What follows belongs to an exercise in optimizing a design on an open flow for small area, a short achievable clock period and few clock cycles per item; a production flow would make more cautious choices. Function was checked by simulation only, so behaviour that the tests miss may differ from the original. Power and IR drop assume default switching activity.

### config.mk
export PLATFORM = sky130hd
export DESIGN_NAME = crsf_parser
export DESIGN_NICKNAME = crsf_parser
export VERILOG_FILES = /design/flow/design.v
export SDC_FILE = /design/flow/constraint.sdc
export NUM_CORES = 4
export LEC_CHECK = 0
export CAP_MARGIN = 20
export CORE_MARGIN = 2
export CORE_UTILIZATION = 40
export SLEW_MARGIN = 20
### constraint.sdc
create_clock -name core_clock -period 5.0 [get_ports {clk}]
set_input_delay 1.0000 -clock core_clock [delete_from_list [all_inputs] [get_ports {clk}]]
set_output_delay 1.0000 -clock core_clock [all_outputs]
set_load 0.01 [all_outputs]
### design.v
module crsf_parser (
    input  wire       clk,
    input  wire       rst,         
    input  wire       in_valid,
    output wire       in_ready,
    input  wire [7:0] in_data,
    input  wire       in_last,     
    output wire       out_valid,
    input  wire       out_ready,
    output wire [7:0] out_data,
    output wire       out_last,    
    output wire       st_valid,
    output wire [7:0] st_aux,      
    output wire [5:0] st_level     
);
    function automatic [7:0] crc8_step(input [7:0] c, input [7:0] b);
        integer i;
        reg [7:0] v;
        begin
            v = c ^ b;
            for (i = 0; i < 8; i = i + 1)
                v = v[7] ? ((v << 1) ^ 8'hD5) : (v << 1);
            crc8_step = v;
        end
    endfunction
    function automatic is_sync(input [7:0] b);
        is_sync = (b == 8'hC8) || (b == 8'hEA) || (b == 8'hEC) || (b == 8'hEE);
    endfunction
    reg  [7:0] mem [0:63];
    reg        rdy;
    reg        x_v;
    reg  [7:0] x_d;
    reg        x_l;
    reg  [6:0] wptr;         
    reg  [6:0] cptr;         
    reg  [6:0] rptr;         
    reg  [5:0] lvl;          
    reg  [5:0] flen;         
    reg  [7:0] crc;          
    reg        ext;          
    reg        cmp;          
    reg        c_open;
    reg        c_seen;
    reg        c_drop;
    reg  [5:0] c_nf;
    localparam QD = 4;
    reg  [3:0] qn;
    reg  [7:0] q_aux [0:QD-1];
    reg  [5:0] q_lvl [0:QD-1];
    reg  [6:0] q_mrk [0:QD-1];
    wire [7:0] q0_aux = q_aux[0];
    wire [5:0] q0_lvl = q_lvl[0];
    wire [6:0] q0_mrk = q_mrk[0];
    integer qi;
    reg        ov;
    reg  [7:0] od;
    reg        ol;
    reg  [1:0] o_ph;         
    reg  [5:0] o_rem;        
    wire       x_sync  = is_sync(x_d);
    wire       x_lenok = (x_d >= 8'd2) && (x_d <= 8'd62);
    wire       x_ok    = (x_d == crc) && !(ext && flen < 6'd4);
    wire       lvl0    = (lvl == 6'd0);
    wire       lvl1    = (lvl == 6'd1);
    reg        wr;           
    reg  [6:0] waddr;
    reg  [6:0] wptr_n, cptr_n;
    reg  [5:0] lvl_n;
    reg        drop_n;       
    reg        good_n;       
    always @(*) begin
        wr     = 1'b0;
        waddr  = wptr;
        wptr_n = wptr;
        cptr_n = cptr;
        lvl_n  = lvl;
        drop_n = 1'b0;
        good_n = 1'b0;
        if (lvl0) begin
            if (x_sync) begin
                wr     = 1'b1;
                wptr_n = wptr + 7'd1;
                lvl_n  = 6'd1;
            end else
                drop_n = 1'b1;
        end else if (lvl1) begin
            if (x_lenok) begin
                wr     = 1'b1;
                wptr_n = wptr + 7'd1;
                lvl_n  = 6'd2;
            end else begin
                drop_n = 1'b1;
                if (x_sync) begin
                    wr    = 1'b1;
                    waddr = cptr;
                end else begin
                    wptr_n = cptr;
                    lvl_n  = 6'd0;
                end
            end
        end else begin
            wr     = 1'b1;
            wptr_n = wptr + 7'd1;
            lvl_n  = lvl + 6'd1;
            if (cmp) begin
                lvl_n = 6'd0;
                if (x_ok) begin
                    good_n = 1'b1;
                    cptr_n = wptr + 7'd1;
                end else begin
                    drop_n = 1'b1;
                    wptr_n = cptr;
                end
            end
        end
    end
    wire       seen_n = c_open ? (c_seen | x_sync) : (!lvl0 | x_sync);
    wire       cdrop_n = c_drop | drop_n;
    wire [5:0] cnf_n  = (good_n && c_nf != 6'd63) ? c_nf + 6'd1 : c_nf;
    wire       q_blk  = (qn != 4'd0) && (rptr == q0_mrk);
    wire       q_blk1 = (qn > 4'd1) && (rptr == q_mrk[1]);
    wire       st_go  = q_blk && (!ov || out_ready);
    wire       avail  = (rptr != cptr) && !(q_blk && (!st_go || q_blk1));
    wire       load   = (!ov || out_ready) && avail;
    wire [7:0] rd     = mem[rptr[5:0]];
    wire       push   = x_v && x_l;
    wire [6:0] occ    = wptr - rptr;
    assign in_ready  = rdy;
    assign out_valid = ov;
    assign out_data  = od;
    assign out_last  = ol;
    assign st_valid  = st_go;
    assign st_aux    = q0_aux;
    assign st_level  = q0_lvl;
    always @(posedge clk) begin
        x_d <= in_data;
        x_l <= in_last;
        if (x_v && wr)
            mem[waddr[5:0]] <= x_d;
        if (load) begin
            od <= rd;
            case (o_ph)
            2'd0: ol <= 1'b0;
            2'd1: begin ol <= 1'b0; o_rem <= rd[5:0]; end
            default: begin ol <= (o_rem == 6'd1); o_rem <= o_rem - 6'd1; end
            endcase
        end
        if (rst) begin
            rdy    <= 1'b0;
            x_v    <= 1'b0;
            wptr   <= 7'd0;
            cptr   <= 7'd0;
            rptr   <= 7'd0;
            lvl    <= 6'd0;
            flen   <= 6'd0;
            crc    <= 8'h00;
            ext    <= 1'b0;
            cmp    <= 1'b0;
            c_open <= 1'b0;
            c_seen <= 1'b0;
            c_drop <= 1'b0;
            c_nf   <= 6'd0;
            qn     <= 4'd0;
            ov     <= 1'b0;
            o_ph   <= 2'd0;
        end else begin
            x_v <= in_valid && rdy;
            rdy <= (occ + {6'd0, x_v} + {6'd0, in_valid && rdy} <= 7'd63) &&
                   (qn + {3'd0, push} + {3'd0, in_valid && rdy && in_last} < QD);
            if (x_v) begin
                wptr <= wptr_n;
                cptr <= cptr_n;
                lvl  <= lvl_n;
                if (lvl1) begin
                    flen <= x_d[5:0];
                    crc  <= 8'h00;
                    cmp  <= 1'b0;
                end else if (!lvl0) begin
                    crc <= crc8_step(crc, x_d);
                    cmp <= (lvl == flen);
                end
                if (lvl == 6'd2)
                    ext <= (x_d >= 8'h28);
                if (x_l) begin
                    c_open <= 1'b0;
                    c_seen <= 1'b0;
                    c_drop <= 1'b0;
                    c_nf   <= 6'd0;
                end else begin
                    c_open <= 1'b1;
                    c_seen <= seen_n;
                    c_drop <= cdrop_n;
                    c_nf   <= cnf_n;
                end
            end
            for (qi = 0; qi < QD; qi = qi + 1) begin
                if (st_go && qi < QD - 1) begin
                    q_aux[qi] <= q_aux[qi+1];
                    q_lvl[qi] <= q_lvl[qi+1];
                    q_mrk[qi] <= q_mrk[qi+1];
                end
                if (push && qi == qn - {3'd0, st_go}) begin
                    q_aux[qi] <= {~seen_n, cdrop_n, cnf_n};
                    q_lvl[qi] <= lvl_n;
                    q_mrk[qi] <= cptr_n;
                end
            end
            qn <= qn + {3'd0, push} - {3'd0, st_go};
            if (load) begin
                ov   <= 1'b1;
                rptr <= rptr + 7'd1;
                o_ph <= (o_ph == 2'd0) ? 2'd1 :
                        (o_ph == 2'd1) ? 2'd2 :
                        (o_rem == 6'd1) ? 2'd0 : 2'd2;
            end else if (out_ready)
                ov <= 1'b0;
        end
    end
endmodule
### run.sh
#!/bin/bash
# synth_recipe.tcl (not shown) runs the flow's synth.tcl, then flattens the netlist and writes it again
# the make line also repeats each setting of config.mk as NAME=value (left out here)
make -C /OpenROAD-flow-scripts/flow DESIGN_CONFIG=/design/flow/config.mk WORK_HOME=/design/flow/orfs CLKGATE_MAP_FILE= SYNTH_SCRIPT=/design/flow/synth_recipe.tcl finish
==> impl_metrics.csv <==
group,metric,value,unit
place,detailedPlacementHpwl,40600,um
synthesis,number_of_synthesized_flops_with_an_enable_pin,611,
clocking,ctsRootBufferMaster,"clkbuf_16",
critical_path,arrival,2910,ps
route,ant_nets,0,
synthesis,netlist_top_cells_area,"edfxtp_1 63%, mux4_2 11%, dfxtp_1 5.3%",
place,finalWeightedCongestion,0.800,
sta,fin_tns_setup,0,ps
synthesis,netlist.area_leader.share,63.5,%
clocking,clkLatencyLatePin,610,ps
critical_path,kind_of_capture_point_of_the_worst_setup_path,"output pin",
finish,area_delta_synth_final,13.6,%
clocking,cts.reportedPaths.clkPinSlew,50,ps
finish,multi_input_logic_area,8450,um^2
power_and_ir_drop,p_leak,10.4,nW
route,num_vias,15400,
route,detail_route.wirelength,64700,um
synthesis,synth-async-reset-ratio,0,%
synthesis,yosys_register_bits,687,
die,floorplan.die.width,273,um
clocking,postCtsSetupBuffers,0,
critical_path,cp-start-kind,"register",
route,via_per_inst,5.49,
die,placeableCoreArea,71500,um^2
place,place_ws,737,ps
die,start_util,40.4,%
sta,tightest_slew,992,ps
synthesis,yosys_warnings,4,
place,placedInstanceArea,30400,um^2
die,die-area,74500,um^2
clocking,htreeDepth,3,
synthesis,postSynthAreaPerCell,16.6,um^2
clocking,ctsLongestPathBuffers,3,
finish,stdcell_area,32900,um^2
critical_path,critPathMaxFanout,6,
route,number_of_drc_markers_in_iteration_0,1325,
synthesis,yosys.area.top_type,"edfxtp_1",
sta,final_period_minus_worst_setup_slack,3910,ps
status,run_status,"timing/DRC/antenna clean",
sta,grt_setup_unrepaired,"false",
sta,hold-worst-slack,476,ps
synthesis,syn_nets,1786,
die,num_rows,98,
sta,fmax,256,MHz
clocking,clock-sinks,687,
finish,fillers,6157,
sta,report.final.setup_viol,0,
critical_path,crit_required,4000,ps
sta,report.final.hold_viol_count,0,
synthesis,synth.cell_area,28900,um^2
finish,design.final.nets,1840,
sta,min_period_over_period,78.2,%
route,drc_markers,0,
sta,slew_headroom,32.0,%
route,route.detailed.wl_per_inst,23.1,um
clocking,numCtsBuffers,73,
global_route,grt_antenna_before_repair,0,
route,detailedRoute.firstPassIterationCount,5,
synthesis,synth_cell_types,81,
worst_hold_path,holdCritPathClass,"reg -> reg",
run,max_cap_violations,0,
global_route,grt_start_max_net_pins,70,
synthesis,postSynth.topFlopCell,"edfxtp_1",
synthesis,synthCells,1737,
die,chipHeight,273,um
global_route,vias_in_the_first_global_route,15900,
sta,fin_skew,22.3,ps
clocking,ctsResizeCount,0,
global_route,globalRouteTotalUtil,17.7,%
power_and_ir_drop,ir_drop,268,uV
finish,drive_above_1_share,20.9,%
die,io_pins,39,
sta,slew_viol_final,0,
global_route,global_route_total_overflow,0,
clocking,tritoncts,"done",
synthesis,synth_common_cells,"611 x edfxtp_1, 142 x mux4_2, 112 x nor2_1",
synthesis,library_cell_with_the_highest_instance_count_after_synthesis,"edfxtp_1",
synthesis,yosysSeqAreaShare,68.7,%
finish,footprint_of_the_flip_flops_and_latches,19900,um^2
place,placement.io_buffers,38,
clocking,hold_buffers,0,
power_and_ir_drop,p_per_area,425,nW/um^2
global_route,grt_pass1_wl,98700,um
critical_path,critPathKind,"reg -> out",
sta,postLayoutSetupSlackWorst,1090,ps
routing by layer:
layer / vias up / wire (um) / global-route usage (%)
met5: - / 0 / 0
met4: 0 / 1610 / 5.05
met3: 93 / 3690 / 3.08
met2: 412 / 31900 / 29.4
met1: 7962 / 27500 / 23.9
li1: 6905 / - / -
power breakdown:
group | internal (W) | switching (W) | total [W]
sequential | 0.00635 | 0.000202 | 0.00655
combinational | 0.000955 | 0.000940 | 0.00190
clock | 0.00327 | 0.00224 | 0.00551
worst max-delay path: stages (launching register included):
cell	delay, ps
dfxtp_1	430
inv_1	170
ha_1	280
a31oi_1	210
nand4_1	200
nand2b_1	280
inv_1	160
clkdlybuf4s50_1	590
flip-flops by register name, indices dropped and copies added, names as in the netlist, 4 cells and up, named ones only:
name / cells
c_nf: 6
lvl: 6
o_rem: 6
crc: 8
q_mrk: 28
qn: 4
mem: 512
q_aux: 32
flen: 6
x_d: 8
cptr: 7
rptr: 7
wptr: 7
od: 8
q_lvl: 24
stage by stage:
step / utilization (%) / power [W] / cells
floorplan: - / 0.00800 / 1737
global placement: 42.5 / 0.00859 / 2666
detailed placement: 42.5 / 0.00860 / 2666
CTS: 46.0 / 0.0141 / 2798
global route: 46.0 / 0.0145 / 2798
finish: 46.0 / 0.0140 / 2799
final cells by class:
class                           instances  area share [%]
Sequential cell                       687            60.5
Multi-Input combinational cell        910            25.7
Clock buffer                           94            6.11
Tap cell                              950            3.62
Timing Repair Buffer                   78            2.17
Clock inverter                         38            1.34
Inverter                               41           0.468
Antenna cell                            1         0.00762
cells in the final DEF (no fill, tap or decap), types with 7 or more instances in the layout:
| master | instances |
|---|---|
| clkinv_2 | 11 |
| nor2b_1 | 13 |
| o21a_1 | 8 |
| and3_1 | 8 |
| nor4_1 | 7 |
| dfxtp_2 | 9 |
| mux2i_1 | 32 |
| clkdlybuf4s50_1 | 37 |
| a211oi_1 | 12 |
| nor2_1 | 111 |
| xor2_1 | 23 |
| a31oi_1 | 10 |
| buf_4 | 37 |
| a21oi_1 | 38 |
| dfxtp_1 | 64 |
| bufinv_16 | 8 |
| inv_2 | 7 |
| clkbuf_16 | 75 |
| nor3_1 | 23 |
| and2_1 | 9 |
| edfxtp_1 | 611 |
| xnor2_1 | 51 |
| a21o_1 | 11 |
| clkinv_1 | 13 |
| inv_1 | 32 |
| clkbuf_1 | 13 |
| nand2b_1 | 9 |
| mux4_2 | 142 |
| o22ai_1 | 7 |
| or3_1 | 9 |
| nand3_1 | 27 |
| mux2_2 | 48 |
| nor3_2 | 11 |
| o211ai_1 | 7 |
| o21ai_0 | 50 |
| nand4_1 | 13 |
| ha_1 | 33 |
| nand2_1 | 102 |
worst paths after layout:
kind / from / endpoint / slack, ps / cells past startpoint
worst max-delay path: qn[2] / st_valid / 1090 / 7
worst min-delay path: crc[2] / crc[2] / 480 / 2
worst max register to register: x_d[3] / mem[16][4] / 1150 / 6
worst min register to register: crc[2] / crc[2] / 480 / 2
logic make-up after synthesis:
kind of cell	Yosys count	share of synthesized area, %
multiplexers	223	14.1
AO/OA/AOI/OAI	201	4.65
buffers and inverters	140	2.17
adder cells (fa/ha/maj)	36	1.64
XOR/XNOR	75	2.32
flip-flops	687	68.7
AND/OR/NAND/NOR	375	6.43
Testbench counts, summed over its fixed seeds: cycles 52,712, bytes 52,098.

[what the ideal ports hide]
Ports are ideal in the flow. The routed layout listed here was re-timed in OpenROAD. Step 1 sets driving cells, clkbuf_16 on the clock port and buf_2 on the other inputs (assumed; they add their load-dependent delay and slew). Step 2 also shifts input and output timing later by t, the mid clock arrival at the registers, as if the neighbouring blocks saw the same clock. Slacks: ideal ports / drivers / drivers and shift; pairs: ideal ports / drivers.
t (ns): 0.659
setup slack, ns: 1.089 / 1.029 / 0.743
latest minus earliest clock arrival (ns): 0.026 / 0.025
After both steps setup and hold are still met in this run. For this run, drivers alone change the setup slack by -0.060 ns; drivers and shift together by -0.346 ns.
